This is an optimization exercise on Yosys and OpenROAD, whose aim is small area, not a production implementation. Function was checked by simulation only, so behaviour that the tests miss may differ from the original. Power is estimated from default activity; no workload was simulated.

==> 08-15 <==
==> flow/design.v (excerpt) <==
module ring_buffer_ctrl (
    input  wire                         clk,
    input  wire                         rst,         
    input  wire                         cmd_valid,
    input  wire [3:0]                   cmd_op,
    input  wire [7:0]                   cmd_data,
    input  wire [7:0]                   cmd_count,   
    output wire                         rsp_valid,
    output reg  [2:0]                   rsp_status,
    output wire [7:0]                   rsp_data,
    output reg  [6:0]                   rsp_value,   
    output wire [511:0]                 rsp_seq,     
    output wire [7:0]                   rsp_len
);
==> module ring_buffer_ctrl, before the edit <==
module ring_buffer_ctrl (
    input  wire                         clk,
    input  wire                         rst,         
    input  wire                         cmd_valid,
    input  wire [3:0]                   cmd_op,
    input  wire [7:0]                   cmd_data,
    input  wire [7:0]                   cmd_count,   
    output wire                         rsp_valid,
    output reg  [2:0]                   rsp_status,
    output wire [7:0]                   rsp_data,
    output reg  [6:0]                   rsp_value,   
    output wire [511:0]                 rsp_seq,     
    output wire [7:0]                   rsp_len
);
    localparam CAPACITY = 64;
    localparam OP_RESET    = 4'h1;
    localparam OP_PUT      = 4'h2;
    localparam OP_TRY_PUT  = 4'h3;
    localparam OP_GET      = 4'h4;
    localparam OP_PEEK     = 4'h5;
    localparam OP_EMPTY    = 4'h8;
    localparam OP_FULL     = 4'h9;
    localparam OP_SIZE     = 4'hA;
    localparam OP_CAPACITY = 4'hB;
    localparam ST_OK                = 3'd0;
    localparam ST_BUFFER_FULL       = 3'd1;
    localparam ST_BUFFER_EMPTY      = 3'd2;
    localparam ST_INSUFFICIENT_DATA = 3'd3;
    localparam ST_ILLEGAL_CMD       = 3'd4;
    reg [511:0] slots;           
    reg [6:0]   size;            
    wire full     = size[6];
    wire is_empty = (size == 7'd0);
    wire cmd = cmd_valid && !rst;
    wire do_reset = cmd && (cmd_op == OP_RESET);
    wire do_put   = cmd && (cmd_op == OP_PUT);
    wire do_try   = cmd && (cmd_op == OP_TRY_PUT) && !full;
    wire do_get   = cmd && (cmd_op == OP_GET) && !is_empty;
    wire do_write = do_put || do_try;
    wire shift  = do_get || (do_put && full);
    wire append = do_write;
    always @(posedge clk) begin
        if (rst || do_reset)
            size <= 7'd0;
        else if (do_write && !full)
            size <= size + 7'd1;
        else if (do_get)
            size <= size - 7'd1;
    end
    wire [519:0] shifted = {cmd_data, slots};
    genvar j;
    generate
        for (j = 0; j < CAPACITY; j = j + 1) begin : g_slot
            wire wr   = append && !shift && (size[5:0] == j);
            wire hold = !shift && !wr;
            wire [7:0] nxt;
            slot_next u_next (
                .hold(hold), .shift(shift), .wr(wr),
                .q(slots[8*j +: 8]), .up(shifted[8*(j+1) +: 8]), .data(cmd_data),
                .nxt(nxt)
            );
            always @(posedge clk)
                slots[8*j +: 8] <= nxt;
        end
    endgenerate
    assign rsp_valid = cmd;
    always @(*) begin
        case (cmd_op)
            OP_RESET:    rsp_status = ST_OK;
            OP_PUT:      rsp_status = ST_OK;
            OP_TRY_PUT:  rsp_status = full ? ST_BUFFER_FULL : ST_OK;
            OP_GET:      rsp_status = is_empty ? ST_BUFFER_EMPTY : ST_OK;
            OP_PEEK:     rsp_status = ({1'b0, size} < cmd_count) ? ST_INSUFFICIENT_DATA : ST_OK;
            OP_EMPTY:    rsp_status = ST_OK;
            OP_FULL:     rsp_status = ST_OK;
            OP_SIZE:     rsp_status = ST_OK;
            OP_CAPACITY: rsp_status = ST_OK;
            default:     rsp_status = ST_ILLEGAL_CMD;
        endcase
    end
    always @(*) begin
        case (cmd_op)
            OP_EMPTY:    rsp_value = {6'd0, is_empty};
            OP_FULL:     rsp_value = {6'd0, full};
            OP_SIZE:     rsp_value = size;
            OP_CAPACITY: rsp_value = CAPACITY;
            default:     rsp_value = 7'd0;
        endcase
    end
    assign rsp_data = slots[7:0];
    assign rsp_len  = cmd_count;
    assign rsp_seq  = slots;
endmodule
==> module slot_next, before the edit <==
module slot_next (
    input  wire       hold,
    input  wire       shift,
    input  wire       wr,
    input  wire [7:0] q,
    input  wire [7:0] up,
    input  wire [7:0] data,
    output wire [7:0] nxt
);
    assign nxt = ({8{hold}} & q) | ({8{shift}} & up) | ({8{wr}} & data);
endmodule
export LEC_CHECK = 0
export CAP_MARGIN = 20
export CORE_MARGIN = 2
export CORE_UTILIZATION = 25
export SLEW_MARGIN = 20
export SYNTH_HIERARCHICAL = 1
export SYNTH_MINIMUM_KEEP_SIZE = 0
create_clock -name core_clock -period 8.0 [get_ports {clk}]
standard.sh (not shown) runs the stock make flow with config.mk's settings and CLKGATE_MAP_FILE= SYNTH_SCRIPT=/design/flow/synth_recipe.tcl, a recipe that flattens the netlist after the stock synthesis.
==> flow/flow/run.sh <==
#!/bin/bash
# Standard ORFS layout; only the cell used to buffer the ports changes
# (sky130_fd_sc_hd__buf_1 instead of the default pick).
set -euo pipefail
bash standard.sh "BUFFER_PORTS_ARGS=-buffer_cell sky130_fd_sc_hd__buf_1" finish > make_finish.log 2>&1
==> 04-26: changes against 08-15 <==
--- a/flow/design.v
+++ b/flow/design.v
@@ -48,10 +48,12 @@
             size <= size - 7'd1;
     end
-    wire [519:0] shifted = {cmd_data, slots};
+    wire clr  = rst || do_reset;
+    wire hold = !shift && !clr;
+    wire [7:0] top = cmd_op[2] ? 8'd0 : cmd_data;    
+    wire [519:0] shifted = {top, slots};
     genvar j;
     generate
         for (j = 0; j < CAPACITY; j = j + 1) begin : g_slot
-            wire wr   = append && !shift && (size[5:0] == j);
-            wire hold = !shift && !wr;
+            wire wr   = append && !full && (size[5:0] == j);
             wire [7:0] nxt;
             slot_next u_next (
==> flow/flow/run.sh (replaced) <==
#!/bin/bash
# Standard ORFS layout with two changes:
#  - the ports are buffered with sky130_fd_sc_hd__buf_1;
#  - clock tree synthesis clusters more sinks per leaf buffer and inserts
#    no dummy loads.
set -euo pipefail
CTS="-sink_clustering_enable -repair_clock_nets -dont_use_dummy_load"
CTS="$CTS -sink_clustering_size 18 -sink_clustering_max_diameter 100"
CTS="$CTS -buf_list sky130_fd_sc_hd__clkbuf_8"
bash standard.sh \
    "BUFFER_PORTS_ARGS=-buffer_cell sky130_fd_sc_hd__buf_1" \
    "CTS_ARGS=$CTS" \
    finish > make_finish.log 2>&1
--- a/flow/config.mk
+++ b/flow/config.mk
@@ -6,8 +6,8 @@
 export NUM_CORES = 4
 export LEC_CHECK = 0
-export CAP_MARGIN = 20
+export CAP_MARGIN = 0
 export CORE_MARGIN = 2
-export CORE_UTILIZATION = 25
-export SLEW_MARGIN = 20
+export CORE_UTILIZATION = 55
+export SLEW_MARGIN = 10
 export SYNTH_HIERARCHICAL = 1
 export SYNTH_MINIMUM_KEEP_SIZE = 0
==> 06-21: changes against 08-15 <==
--- a/flow/design.v
+++ b/flow/design.v
@@ -52,14 +52,11 @@
     generate
         for (j = 0; j < CAPACITY; j = j + 1) begin : g_slot
-            wire wr   = append && !shift && (size[5:0] == j);
-            wire hold = !shift && !wr;
-            wire [7:0] nxt;
-            slot_next u_next (
-                .hold(hold), .shift(shift), .wr(wr),
-                .q(slots[8*j +: 8]), .up(shifted[8*(j+1) +: 8]), .data(cmd_data),
-                .nxt(nxt)
-            );
-            always @(posedge clk)
-                slots[8*j +: 8] <= nxt;
+            wire wr = append && (size[5:0] == j);
+            always @(posedge clk) begin
+                if (shift)
+                    slots[8*j +: 8] <= shifted[8*(j+1) +: 8];
+                else if (wr)
+                    slots[8*j +: 8] <= cmd_data;
+            end
         end
     endgenerate
@@ -92,13 +89,2 @@
     assign rsp_seq  = slots;
 endmodule
-module slot_next (
-    input  wire       hold,
-    input  wire       shift,
-    input  wire       wr,
-    input  wire [7:0] q,
-    input  wire [7:0] up,
-    input  wire [7:0] data,
-    output wire [7:0] nxt
-);
-    assign nxt = ({8{hold}} & q) | ({8{shift}} & up) | ({8{wr}} & data);
-endmodule
==> flow/run.sh (new file) <==
#!/bin/bash
# synth_recipe.tcl (not shown) runs the flow's synth.tcl, then flattens the netlist and writes it again
# the make line also repeats each setting of config.mk as NAME=value (left out here)
make -C /OpenROAD-flow-scripts/flow DESIGN_CONFIG=/design/flow/config.mk WORK_HOME=/design/flow/orfs CLKGATE_MAP_FILE= SYNTH_SCRIPT=/design/flow/synth_recipe.tcl finish
--- a/flow/config.mk
+++ b/flow/config.mk
@@ -6,8 +6,7 @@
 export NUM_CORES = 4
 export LEC_CHECK = 0
+export ABC_AREA = 1
 export CAP_MARGIN = 20
 export CORE_MARGIN = 2
-export CORE_UTILIZATION = 25
+export CORE_UTILIZATION = 55
 export SLEW_MARGIN = 20
-export SYNTH_HIERARCHICAL = 1
-export SYNTH_MINIMUM_KEEP_SIZE = 0
removed: flow/flow/run.sh
removed: flow/standard.sh
==> 11-01: changes against 08-15 <==
--- a/flow/config.mk
+++ b/flow/config.mk
@@ -9,4 +9,5 @@
 export CORE_MARGIN = 2
 export CORE_UTILIZATION = 25
+export CTS_BUF_LIST = sky130_fd_sc_hd__clkbuf_4
 export SLEW_MARGIN = 20
 export SYNTH_HIERARCHICAL = 1
==> summary of the runs <==
11-01 finished with timing, DRC and antenna clean. 08-15 passed the timing, design-rule and antenna checks. 04-26 finished clean. 06-21 ran to the end with no violations.
Register-to-register slack: 04-26 is worse than 11-01 (0.10 ns).
Sequential power: 11-01 is smaller than 06-21 (11%).
Between 04-26 and 08-15, the lower combinational power is in 04-26 (gap about 36%, measured against 08-15).
Against 06-21, the synthesized cell count of 08-15 is higher by 3.0%.
Final area, highest first: 06-21, 11-01, 08-15, 04-26.
Against 08-15, the count of clock-buffer cells in the layout of 11-01 is higher by 134.
The lowest routed wire length belongs to 04-26, the highest to 11-01.
The first-iteration DRC count of 08-15 is 2.5 times that of 06-21.
Critical path depth is the same in 06-21 and 08-15.
==> figures <==
metric                                                                           06-21                     11-01                   04-26                     08-15
Run status                                                    timing/DRC/antenna clean  timing/DRC/antenna clean  timing/DRC/antenna clean  timing/DRC/antenna clean
Worst setup path class                                        input pin to output port  input pin to output port       input pin to flop  input pin to output port
Most frequently used cell type in the post-synthesis netlist    sky130_fd_sc_hd__inv_1    sky130_fd_sc_hd__inv_1  sky130_fd_sc_hd__buf_4    sky130_fd_sc_hd__inv_1
Area of the multi-input gates                                                 3910 µm²                  6500 µm²                6200 µm²                  6500 µm²
Switching share of power                                                         21.2%                     25.4%                   24.2%                     23.7%
Share of the final layout cell area in sequential cells                          52.5%                     42.7%                   47.3%                     42.8%
Slew at the pin closest to its max-slew limit                                  1.08 ns                   1.15 ns                 1.17 ns                   1.15 ns
GRT Overall Usage                                                                34.1%                     18.7%                   30.6%                     18.3%
Number of antenna repair diodes                                                      0                         4                       0                         3
Fin cells                                                                         2994                      3677                    2881                      3525
Fmax                                                                         0.193 GHz                 0.194 GHz               0.215 GHz                 0.194 GHz
Wire length of the first global-routing pass                                    104 mm                    116 mm                  104 mm                    115 mm
Clkbuf count                                                                        62                       217                      34                        83
Clock group power                                                              2.26 mW                   2.53 mW                 1.20 mW                   2.61 mW
HPWL after detailed placement                                                  51.1 mm                   55.5 mm                 47.2 mm                   55.5 mm
Post-placement setup slack                                                     2.85 ns                   2.58 ns                 2.83 ns                   2.58 ns
Critical Path Source                                                      cmd_count[5]              cmd_count[5]               cmd_op[2]              cmd_count[5]
Avg Cell Area, Syn                                                            11.7 µm²                  10.0 µm²                9.64 µm²                  10.0 µm²
Crit share post-route                                                            64.6%                     64.3%                   58.1%                     64.3%
Hold Crit Start                                                             slots[368]                 slots[78]              slots[474]                 slots[70]

==> port drivers added, routing unchanged <==
No port has a modelled driver above. Below, the same layouts with a new extraction and two added sets of constraints.
Step 1: set_driving_cell puts a clkbuf_16 on clk and a buf_2 on each other input, an assumption about the parent block.
Step 2 also shifts input and output timing later by t, the mid clock arrival at the registers, as if the neighbouring blocks saw the same clock.
a / b / c = ideal / step 1 / step 2; a / b = the first two.
| run | t (ns) | setup slack, ns | clock arrival spread, ns | worst slew at a driven data input, ns |
|---|---|---|---|---|
| 08-15 | 0.663 | 2.856 / 2.829 / 2.567 | 0.021 / 0.021 | 0.15 |
| 04-26 | 0.676 | 3.354 / 3.373 / 2.697 | 0.037 / 0.036 | 0.04 |
| 06-21 | 0.637 | 2.830 / 2.803 / 2.803 | 0.029 / 0.029 | 0.08 |
| 11-01 | 0.945 | 2.855 / 2.828 / 2.560 | 0.066 / 0.066 | 0.16 |
After both steps every run listed still meets setup and hold. For 04-26, which loses most, drivers alone change the setup slack by +0.019 ns; drivers and shift together by -0.657 ns.
